This is an optimization exercise on Yosys and OpenROAD, whose aim is small area, a short achievable clock period and few clock cycles per item, not a production implementation.
RTL that was checked went through simulation tests only; none was proved equivalent to the original.

## build 12
// isg_qmod_unit
module isg_qmod_unit (
    input  wire        clk,
    input  wire        rst,         
    input  wire        start,       
    input  wire        op,          
    input  wire        variant,     
    input  wire        bit_in,      
    input  wire [31:0] coef_in,     
    input  wire [31:0] qstep,       
    output wire        ready,
    output reg         done,        
    output wire [63:0] coef_out,    
    output reg         bit_out      
);
For scale: ~2000 cells after synthesis, ~140 I/O pins, roughly 14000 µm² of cells after synthesis.
clock: 11.0 ns
lec_check: 0
abc_area: 1
cap_margin: 20
core_margin: 2
core_utilization: 50
place_density: 0.7
setup_slack_margin: 5
slew_margin: 20
standard.sh (not shown) runs the stock make flow with config.mk's settings and CLKGATE_MAP_FILE= SYNTH_SCRIPT=/design/flow/synth_recipe.tcl, a recipe that flattens the netlist after the stock synthesis.
==> flow/flow/run.sh <==
#!/bin/bash
set -e
export BUFFER_PORTS_ARGS="-buffer_cell sky130_fd_sc_hd__buf_2"
bash standard.sh > standard.log 2>&1
The final layout from build 12, which completed every stage, passed the timing, DRC and antenna checks at the end of the flow.
The inputs of build 44 differ from those of build 12 as listed below.
diff --git a/flow/flow/run.sh b/flow/flow/run.sh
--- a/flow/flow/run.sh
+++ b/flow/flow/run.sh
@@ -3,0 +4 @@
+export SETUP_SLACK_MARGIN=6.5
diff --git a/flow/config.mk b/flow/config.mk
--- a/flow/config.mk
+++ b/flow/config.mk
@@ -13 +12,0 @@
-export SETUP_SLACK_MARGIN = 5
==> comparison <==
Tap cell count: build 44 vs build 12 identical. Diff build 12 and build 44: cell area after layout lower in build 12. Diff build 12 -> build 44: routed wire length neither gained nor lost much, critical path depth lost 10.
Setup changes, build 44 to build 91
==> flow/run.sh (new file) <==
#!/bin/bash
# synth_recipe.tcl (not shown) runs the flow's synth.tcl, then flattens the netlist and writes it again
# the make line also repeats each setting of config.mk as NAME=value (left out here)
make -C /OpenROAD-flow-scripts/flow DESIGN_CONFIG=/design/flow/config.mk WORK_HOME=/design/flow/orfs CLKGATE_MAP_FILE= SYNTH_SCRIPT=/design/flow/synth_recipe.tcl finish
diff --git a/flow/config.mk b/flow/config.mk
--- a/flow/config.mk
+++ b/flow/config.mk
@@ -11,2 +11,3 @@
-export CORE_UTILIZATION = 50
-export PLACE_DENSITY = 0.7
+export CORE_UTILIZATION = 40
+export PLACE_DENSITY = 0.6
+export SETUP_SLACK_MARGIN = 5
removed: flow/flow/run.sh
removed: flow/standard.sh
## What came out
Sort build 91 and build 44 by number of detailed-routing iterations run before antenna repair asc -> top: build 91
Summary — routed wire length, build 91 relative to build 44: higher, by about 4.7%.
Comparing build 91 and build 44, routed via count divided by cell count is higher on build 44.
Compared build 91 against build 44; met3 usage in global routing within noise.
Diff build 44 -> build 91: critical path depth now larger; final critical-path setup slack now smaller.
Compared with build 44, build 91 shows a higher critical path's largest stage delay.
NOTE: sequential share of layout area in build 91 falls short of that of build 44
Against build 44, the final cell area of build 91 is higher.
Compared build 91 against build 44; via count within noise.
Input changes introduced in build 40 (baseline for comparison: build 91):
==> flow/flow/run.sh (new file) <==
#!/bin/bash
set -e
export BUFFER_PORTS_ARGS="-buffer_cell sky130_fd_sc_hd__buf_2"
export SETUP_SLACK_MARGIN=7.5
bash standard.sh > standard.log 2>&1
==> flow/standard.sh (new file) <==
#!/bin/bash
# synth_recipe.tcl (not shown) runs the flow's synth.tcl, then flattens the netlist and writes it again
# the make line also repeats each setting of config.mk as NAME=value (left out here)
make -C /OpenROAD-flow-scripts/flow DESIGN_CONFIG=/design/flow/config.mk WORK_HOME=/design/flow/orfs CLKGATE_MAP_FILE= SYNTH_SCRIPT=/design/flow/synth_recipe.tcl "${@:-finish}"
diff --git a/flow/config.mk b/flow/config.mk
--- a/flow/config.mk
+++ b/flow/config.mk
@@ -11,3 +11,2 @@
-export CORE_UTILIZATION = 40
-export PLACE_DENSITY = 0.6
-export SETUP_SLACK_MARGIN = 5
+export CORE_UTILIZATION = 50
+export PLACE_DENSITY = 0.7
removed: flow/run.sh
Results
Timing, DRC, antenna: 0 failures across build 91 and build 40
Filler cell count in the final layout went down by more than a quarter going from build 91 to build 40.
Relative to build 91, count of clock-buffer cells in the layout has gone down in build 40.
im0[0] as the end of the critical path was reported by build 91, and ready by build 40.
Taking build 40 over build 91, the total placed instance area ratio works out to 0.949.
[compare] base=build 91 new=build 40: non-clock buffer count climbed 139; layout overhead on the synthesized area climbed 20 points.
Function was not checked in any run of this note: the RTL went through the layout flow alone.


isg_qmod_unit, a different RTL version from the one above (not shown whole).
Size: about 2000 cells after synthesis, ~190 flip-flops, about 140 I/O pins, roughly 14000 um2 of cells after synthesis.
clock: 11.0 ns
lec_check: 0
abc_area: 1
cap_margin: 20
core_margin: 2
core_utilization: 50
place_density: 0.7
slew_margin: 20
==> flow/flow/run.sh <==
#!/bin/bash
set -e
export BUFFER_PORTS_ARGS="-buffer_cell sky130_fd_sc_hd__buf_2"
export SETUP_SLACK_MARGIN=7.0
bash standard.sh > standard.log 2>&1
The baseline ran to the end with no violations.
Then changed:
==> flow/flow/run.sh (replaced) <==
#!/bin/bash
set -e
export BUFFER_PORTS_ARGS="-buffer_cell sky130_fd_sc_hd__buf_2"
export SETUP_SLACK_MARGIN=6.5
bash standard.sh > standard.log 2>&1
=>
- The changed run produced a clean layout
- routed wire length increases by about 1.3%
- cell area increases by 0.43%
- synthesized area is unchanged
No run of this note included a check of the RTL's function; only the layout flow was run.


delta:
isg_qmod_unit, a different RTL version from the one above (not shown whole).
Size in the first run: roughly 2500 cells after synthesis, about 110 flip-flops, about 140 I/O pins, ~15000 sq um of cells after synthesis.
clock: 11.0 ns
lec_check: 0
abc_area: 1
cap_margin: 20
core_margin: 2
core_utilization: 50
place_density: 0.7
setup_slack_margin: 5
slew_margin: 20
==> flow/flow/run.sh <==
#!/bin/bash
set -e
export BUFFER_PORTS_ARGS="-buffer_cell sky130_fd_sc_hd__buf_2"
bash standard.sh > standard.log 2>&1
delta closes out successfully: all stages finished, all timing, DRC and antenna checks passed.
Testbench counts of delta, summed over its fixed seeds: cycles 6,723, items 4,000.
### delta -> violet
==> flow/flow/run.sh <==
#!/bin/bash
set -e
export BUFFER_PORTS_ARGS="-buffer_cell sky130_fd_sc_hd__buf_1"
bash standard.sh > standard.log 2>&1
[summary]
- In terms of sequential share of layout area, delta and violet differ only marginally.
- violet: full flow OK, the timing, DRC and antenna checks passed
- violet vs. delta: relative area change from synthesis to final layout picked up an extra 0.55 points, number of buffers other than clock buffers in the final layout picked up an extra 12.
- Re post-layout worst setup margin: violet is 0.059 ns down on delta.
- As far as die outline area goes, delta and violet are indistinguishable; the numbers are identical.
- violet vs delta: wire length on met1 up in violet
diff inputs: violet => harbor
Settings: a change of PLACE_DENSITY from 0.7 to 0.6; a change of CORE_UTILIZATION from 50 to 40; a change of SETUP_SLACK_MARGIN from 5 to 4.
==> flow/run.sh (new file) <==
#!/bin/bash
# synth_recipe.tcl (not shown) runs the flow's synth.tcl, then flattens the netlist and writes it again
# the make line also repeats each setting of config.mk as NAME=value (left out here)
make -C /OpenROAD-flow-scripts/flow DESIGN_CONFIG=/design/flow/config.mk WORK_HOME=/design/flow/orfs CLKGATE_MAP_FILE= SYNTH_SCRIPT=/design/flow/synth_recipe.tcl finish
removed: flow/flow/run.sh
removed: flow/standard.sh
Notes after the runs:
harbor: post-layout worst setup margin 0.82 ns below violet
violet → harbor: first-pass GRT wire length +4.1%, area growth from synthesis to final layout +1.8 points.
harbor closes out successfully: all stages finished, all timing, DRC and antenna checks passed.
harbor reports a lower fraction of area in multi-input gates than violet does.
The following lists how fjord was set up differently from harbor:
Settings: changing PLACE_DENSITY from 0.6 to 0.7; setting GPL_ROUTABILITY_DRIVEN to 0 for the first time; changing CORE_UTILIZATION from 40 to 50; changing SETUP_SLACK_MARGIN from 4 to 5.
==> flow/flow/run.sh (new file) <==
#!/bin/bash
set -e
export BUFFER_PORTS_ARGS="-buffer_cell sky130_fd_sc_hd__buf_2"
bash standard.sh > standard.log 2>&1
==> flow/standard.sh (new file) <==
#!/bin/bash
# synth_recipe.tcl (not shown) runs the flow's synth.tcl, then flattens the netlist and writes it again
# the make line also repeats each setting of config.mk as NAME=value (left out here)
make -C /OpenROAD-flow-scripts/flow DESIGN_CONFIG=/design/flow/config.mk WORK_HOME=/design/flow/orfs CLKGATE_MAP_FILE= SYNTH_SCRIPT=/design/flow/synth_recipe.tcl "${@:-finish}"
removed: flow/run.sh
Findings:
- Summary — area of the core region, fjord relative to harbor: lower, by about 20%.
- Count of inserted antenna diode cells came out exactly the same in fjord and harbor.
- fjord against harbor: sum of routed wire length over all layers shrank by about 4.7%.
diff inputs: fjord => garnet
Settings: GPL_ROUTABILITY_DRIVEN no longer set, was 0; CORE_UTILIZATION now 40, was 50; PLACE_DENSITY now 0.6, was 0.7.
## What came out
[garnet] worst setup slack rose 0.11 ns relative to fjord
Both conditions hold for garnet: the flow ran to the end and the final layout passed the timing, DRC and antenna checks.
Looking at number of global-route vias before repair, garnet sits 0.87% below fjord.
The post-synthesis to final-layout area growth reported for garnet is greater than that of fjord by 1.3 points.


The RTL this note starts from:
==> flow/design.v <==
module isg_qmod_unit (
    input  wire        clk,
    input  wire        rst,         
    input  wire        start,       
    input  wire        op,          
    input  wire        variant,     
    input  wire        bit_in,      
    input  wire [31:0] coef_in,     
    input  wire [31:0] qstep,       
    output wire        ready,
    output reg         done,        
    output wire [63:0] coef_out,    
    output reg         bit_out      
);
    wire [31:0] q_in = variant ? 32'h0001_0000 : qstep;
    wire        s_in = coef_in[31];
    wire [30:0] m_in = coef_in[30:0] ^ {31{s_in}};
    wire [31:0] M_in = op ? {m_in, s_in} : {1'b0, m_in};
    reg [5:0] blm, blq;
    integer i;
    always @* begin
        blm = 6'd0;
        blq = 6'd0;
        for (i = 0; i < 32; i = i + 1) begin
            if (M_in[i]) blm = i + 1;
            if (q_in[i]) blq = i + 1;
        end
    end
    wire [5:0] dbl  = blm - blq;
    wire [4:0] sh_in = (blm <= blq) ? 5'd0 : (dbl[5] ? 5'd31 : dbl[4:0]);
    wire [31:0] d_in = q_in << sh_in;
    reg        v;           
    reg        first;       
    reg [4:0]  cnt;         
    reg        bitr, sr;
    reg        qprev;       
    reg [31:0] remr;        
    reg [31:0] dr;          
    reg [33:0] acc;         
    wire last = (cnt == 5'd0);
    assign ready = ~v | last;
    wire [32:0] t  = {1'b0, remr} - {1'b0, dr};
    wire        qb = ~t[32];
    wire [33:0] a    = first ? 34'd0 : acc;
    wire [33:0] dsel = (last & ~bitr) ? {1'b0, dr, 1'b0} : {2'b00, dr};
    wire [33:0] sum  = a + (dsel ^ {34{sr}}) + {33'd0, sr};
    wire        take = qb | (last & bitr);
    always @(posedge clk) begin
        acc     <= take ? sum : a;
        bit_out <= (~first & qprev) ^ qb;
        qprev   <= qb;
        if (ready) begin
            remr <= M_in;
            dr   <= d_in;
            bitr <= bit_in;
            sr   <= s_in;
            cnt  <= sh_in;
        end else begin
            remr <= qb ? t[31:0] : remr;
            dr   <= {1'b0, dr[31:1]};
            cnt  <= cnt - 5'd1;
        end
        if (rst) begin
            v     <= 1'b0;
            done  <= 1'b0;
            first <= 1'b0;
        end else begin
            done  <= v & last;
            first <= ready & start;
            if (ready)
                v <= start;
        end
    end
    assign coef_out = {{30{acc[33]}}, acc};
endmodule
clock: 11.0 ns
lec_check: 0
cap_margin: 20
core_margin: 2
core_utilization: 40
place_density: 0.6
slew_margin: 20
run.sh (not shown) runs the stock make flow with config.mk's settings and CLKGATE_MAP_FILE= SYNTH_SCRIPT=/design/flow/synth_recipe.tcl, a recipe that flattens the netlist after the stock synthesis.
Stock flow here: none of the scripts above is used.
Edit:
- ABC_CLOCK_PERIOD_IN_PS: not set -> 5000
- SETUP_SLACK_MARGIN: not set -> 5
Result: First-iteration DRC count drops by 1.3%; wire length grows by 9.9%; core utilization climbs by 7.1 points.
Function was not checked in any run of this note: the RTL went through the layout flow alone.


v22:
Another version of the RTL of isg_qmod_unit (not shown whole).
For scale: roughly 140 I/O pins, about 15000 um^2 of cells after synthesis.
==> flow/design.v (excerpt) <==
module isg_qmod_unit (
    input  wire        clk,
    input  wire        rst,         
    input  wire        start,       
    input  wire        op,          
    input  wire        variant,     
    input  wire        bit_in,      
    input  wire [31:0] coef_in,     
    input  wire [31:0] qstep,       
    output wire        ready,
    output reg         done,        
    output wire [63:0] coef_out,    
    output reg         bit_out      
);
    wire [31:0] q_in = variant ? 32'h0001_0000 : qstep;
    wire        s_in = coef_in[31];
    wire [30:0] m_in = coef_in[30:0] ^ {31{s_in}};
    wire [31:0] M_in = op ? {m_in, s_in} : {1'b0, m_in};
    wire [4:0] im, iq;
    msb32 u_msbm (.x(M_in), .idx(im));
    msb32 u_msbq (.x(q_in), .idx(iq));
    wire [5:0]  dbl   = {1'b0, im} - {1'b0, iq};
    wire [3:0]  c_in  = dbl[5] ? 4'd0 : dbl[4:1];      
    wire [31:0] d_in  = q_in << {c_in, 1'b0};
    reg        v;           
    reg        first;       
    reg [3:0]  cnt;         
    reg        bitr, sr;
    reg [31:0] remr;        
    reg [31:0] dr;          
    reg [33:0] acc;         
    wire last = (cnt == 4'd0);
    assign ready = ~v | last;
    wire [33:0] t1 = {2'b00, remr} - {1'b0, dr, 1'b0};
    wire        q1 = ~t1[33];
    wire [31:0] r1 = q1 ? t1[31:0] : remr;
    wire [32:0] t2 = {1'b0, r1} - {1'b0, dr};
    wire        q2 = ~t2[32];
    wire [31:0] r2 = q2 ? t2[31:0] : r1;
    wire [33:0] ds   = {1'b0, dr, 1'b0} ^ {34{sr}};
    wire [33:0] a    = first ? 34'd0 : acc;
    wire [33:0] sum1 = a + ds + {33'd0, sr};
  ...
export LEC_CHECK = 0
export ABC_AREA = 1
export CAP_MARGIN = 20
export CORE_MARGIN = 2
export CORE_UTILIZATION = 60
export PLACE_DENSITY = 0.75
export SETUP_SLACK_MARGIN = 5
export SLEW_MARGIN = 20
create_clock -name core_clock -period 11.0 [get_ports {clk}]
v22 | status: complete | timing, DRC, antenna: pass
What v13 does differently from v22 at the input level:
diff --git a/flow/config.mk b/flow/config.mk
--- a/flow/config.mk
+++ b/flow/config.mk
@@ -7,8 +7,8 @@
 export LEC_CHECK = 0
 export ABC_AREA = 1
-export CAP_MARGIN = 20
+export CAP_MARGIN = 0
 export CORE_MARGIN = 2
-export CORE_UTILIZATION = 60
-export PLACE_DENSITY = 0.75
+export CORE_UTILIZATION = 40
+export PLACE_DENSITY = 0.6
 export SETUP_SLACK_MARGIN = 5
-export SLEW_MARGIN = 20
+export SLEW_MARGIN = 0
[summary]
Area added between synthesis and finish, v22 and v13, higher one = v13. Setup slack: v13 vs v22 down 0.10 ns. v22 → v13: clock buffer count in the final layout shows a reduction of 1; non-clock buffer count in the final layout increased 15%; first-pass GRT wire length saw an increase.
For v17, these inputs were changed with respect to v13:
diff --git a/flow/config.mk b/flow/config.mk
--- a/flow/config.mk
+++ b/flow/config.mk
@@ -7,8 +7,8 @@
 export LEC_CHECK = 0
 export ABC_AREA = 1
-export CAP_MARGIN = 0
+export CAP_MARGIN = 20
 export CORE_MARGIN = 2
 export CORE_UTILIZATION = 40
 export PLACE_DENSITY = 0.6
 export SETUP_SLACK_MARGIN = 5
-export SLEW_MARGIN = 0
+export SLEW_MARGIN = 20
==> notes.md <==
Worst setup skew after layout of v13 is on par with v17.
Comparing v13 against v17, there is no change at all in share of synthesized flip-flops with an asynchronous set or reset.
Fraction of standard cell area that is sequential came out higher on v17 than on v13.
v17 and v13 ended up with roughly the same portion of the layout cell area used by clock cells.
Relative to v13, v17 improves time the worst path needs with I/O delays and setup.
v17 ended up with dr[5] as its worst setup path endpoint; v13 ended up with dr[27].
Here is what was changed in the inputs of v21 compared with v17.
diff --git a/flow/config.mk b/flow/config.mk
--- a/flow/config.mk
+++ b/flow/config.mk
@@ -13,2 +13,3 @@
 export SETUP_SLACK_MARGIN = 5
 export SLEW_MARGIN = 20
+export TNS_END_PERCENT = 10
Notes after the runs:
- v21 vs. v17: layout-stage area growth over the synthesis result up 0.17 points, placer's final routability congestion estimate flat.
- Per the comparison of v21 with v17, number of setup violations in the final report stayed essentially flat, worst setup slack fell by 0.089 ns, detailed-router iteration count before antenna repair fell by 1.
- Comparing the two runs side by side, v21 comes out ahead of v17 on wire length of the first global-routing pass.
No functional check of the RTL was part of any run of this note.

==> re-timing with driven ports <==
No port has a modelled driver above. Below, the same layouts with a new extraction and two added sets of constraints. Step 1 assumes that a clkbuf_16 drives the clock port and a buf_2 every other input. Step 2, shift: input delay + t, output delay - t, t = (earliest + latest rising clock arrival at the registers) / 2. This alone moves slack from input paths to output paths. Slacks: ideal / step 1 / step 2; pairs: ideal / step 1.
| run | shift t [ns] | slack for setup (ns) | clock arrival spread, ns | pins driven straight from the clock port |
|---|---|---|---|---|
| build 12 | 0.484 | 6.181 / 6.181 / 5.911 | 0.011 / 0.010 | 1 |
| build 44 | 0.485 | 6.692 / 6.641 / 6.283 | 0.015 / 0.014 | 1 |
| build 91 | 0.493 | 6.162 / 6.186 / 5.697 | 0.011 / 0.011 | 1 |
| build 40 | 0.489 | 6.761 / 6.709 / 6.329 | 0.015 / 0.015 | 1 |
| the first run of note 2 | 0.484 | 6.522 / 6.316 / 5.832 | 0.014 / 0.014 | 1 |
| the second run of note 2 | 0.480 | 6.458 / 6.218 / 5.737 | 0.016 / 0.017 | 1 |
| delta | 0.431 | 5.202 / 5.202 / 4.874 | 0.011 / 0.012 | 1 |
| violet | 0.430 | 5.143 / 5.154 / 4.724 | 0.018 / 0.018 | 1 |
| harbor | 0.430 | 4.325 / 4.351 / 3.921 | 0.016 / 0.017 | 1 |
| fjord | 0.434 | 5.117 / 5.123 / 4.688 | 0.018 / 0.017 | 1 |
| garnet | 0.428 | 5.230 / 5.236 / 4.808 | 0.014 / 0.014 | 1 |
| the first run of note 4 | 0.413 | 2.639 / 2.666 / 2.253 | 0.014 / 0.014 | 1 |
| the second run of note 4 | 0.397 | 4.376 / 4.295 / 3.898 | 0.009 / 0.009 | 1 |
| v22 | 0.432 | 5.138 / 5.150 / 4.729 | 0.023 / 0.022 | 1 |
| v13 | 0.428 | 5.034 / 5.054 / 4.626 | 0.016 / 0.016 | 1 |
| v17 | 0.427 | 5.097 / 5.132 / 4.705 | 0.015 / 0.015 | 1 |
| v21 | 0.426 | 5.008 / 5.038 / 4.612 | 0.014 / 0.013 | 1 |
After both steps setup and hold are still met in every run listed. For the second run of note 2, which loses most, drivers alone change the setup slack by -0.240 ns; drivers and shift together by -0.721 ns.
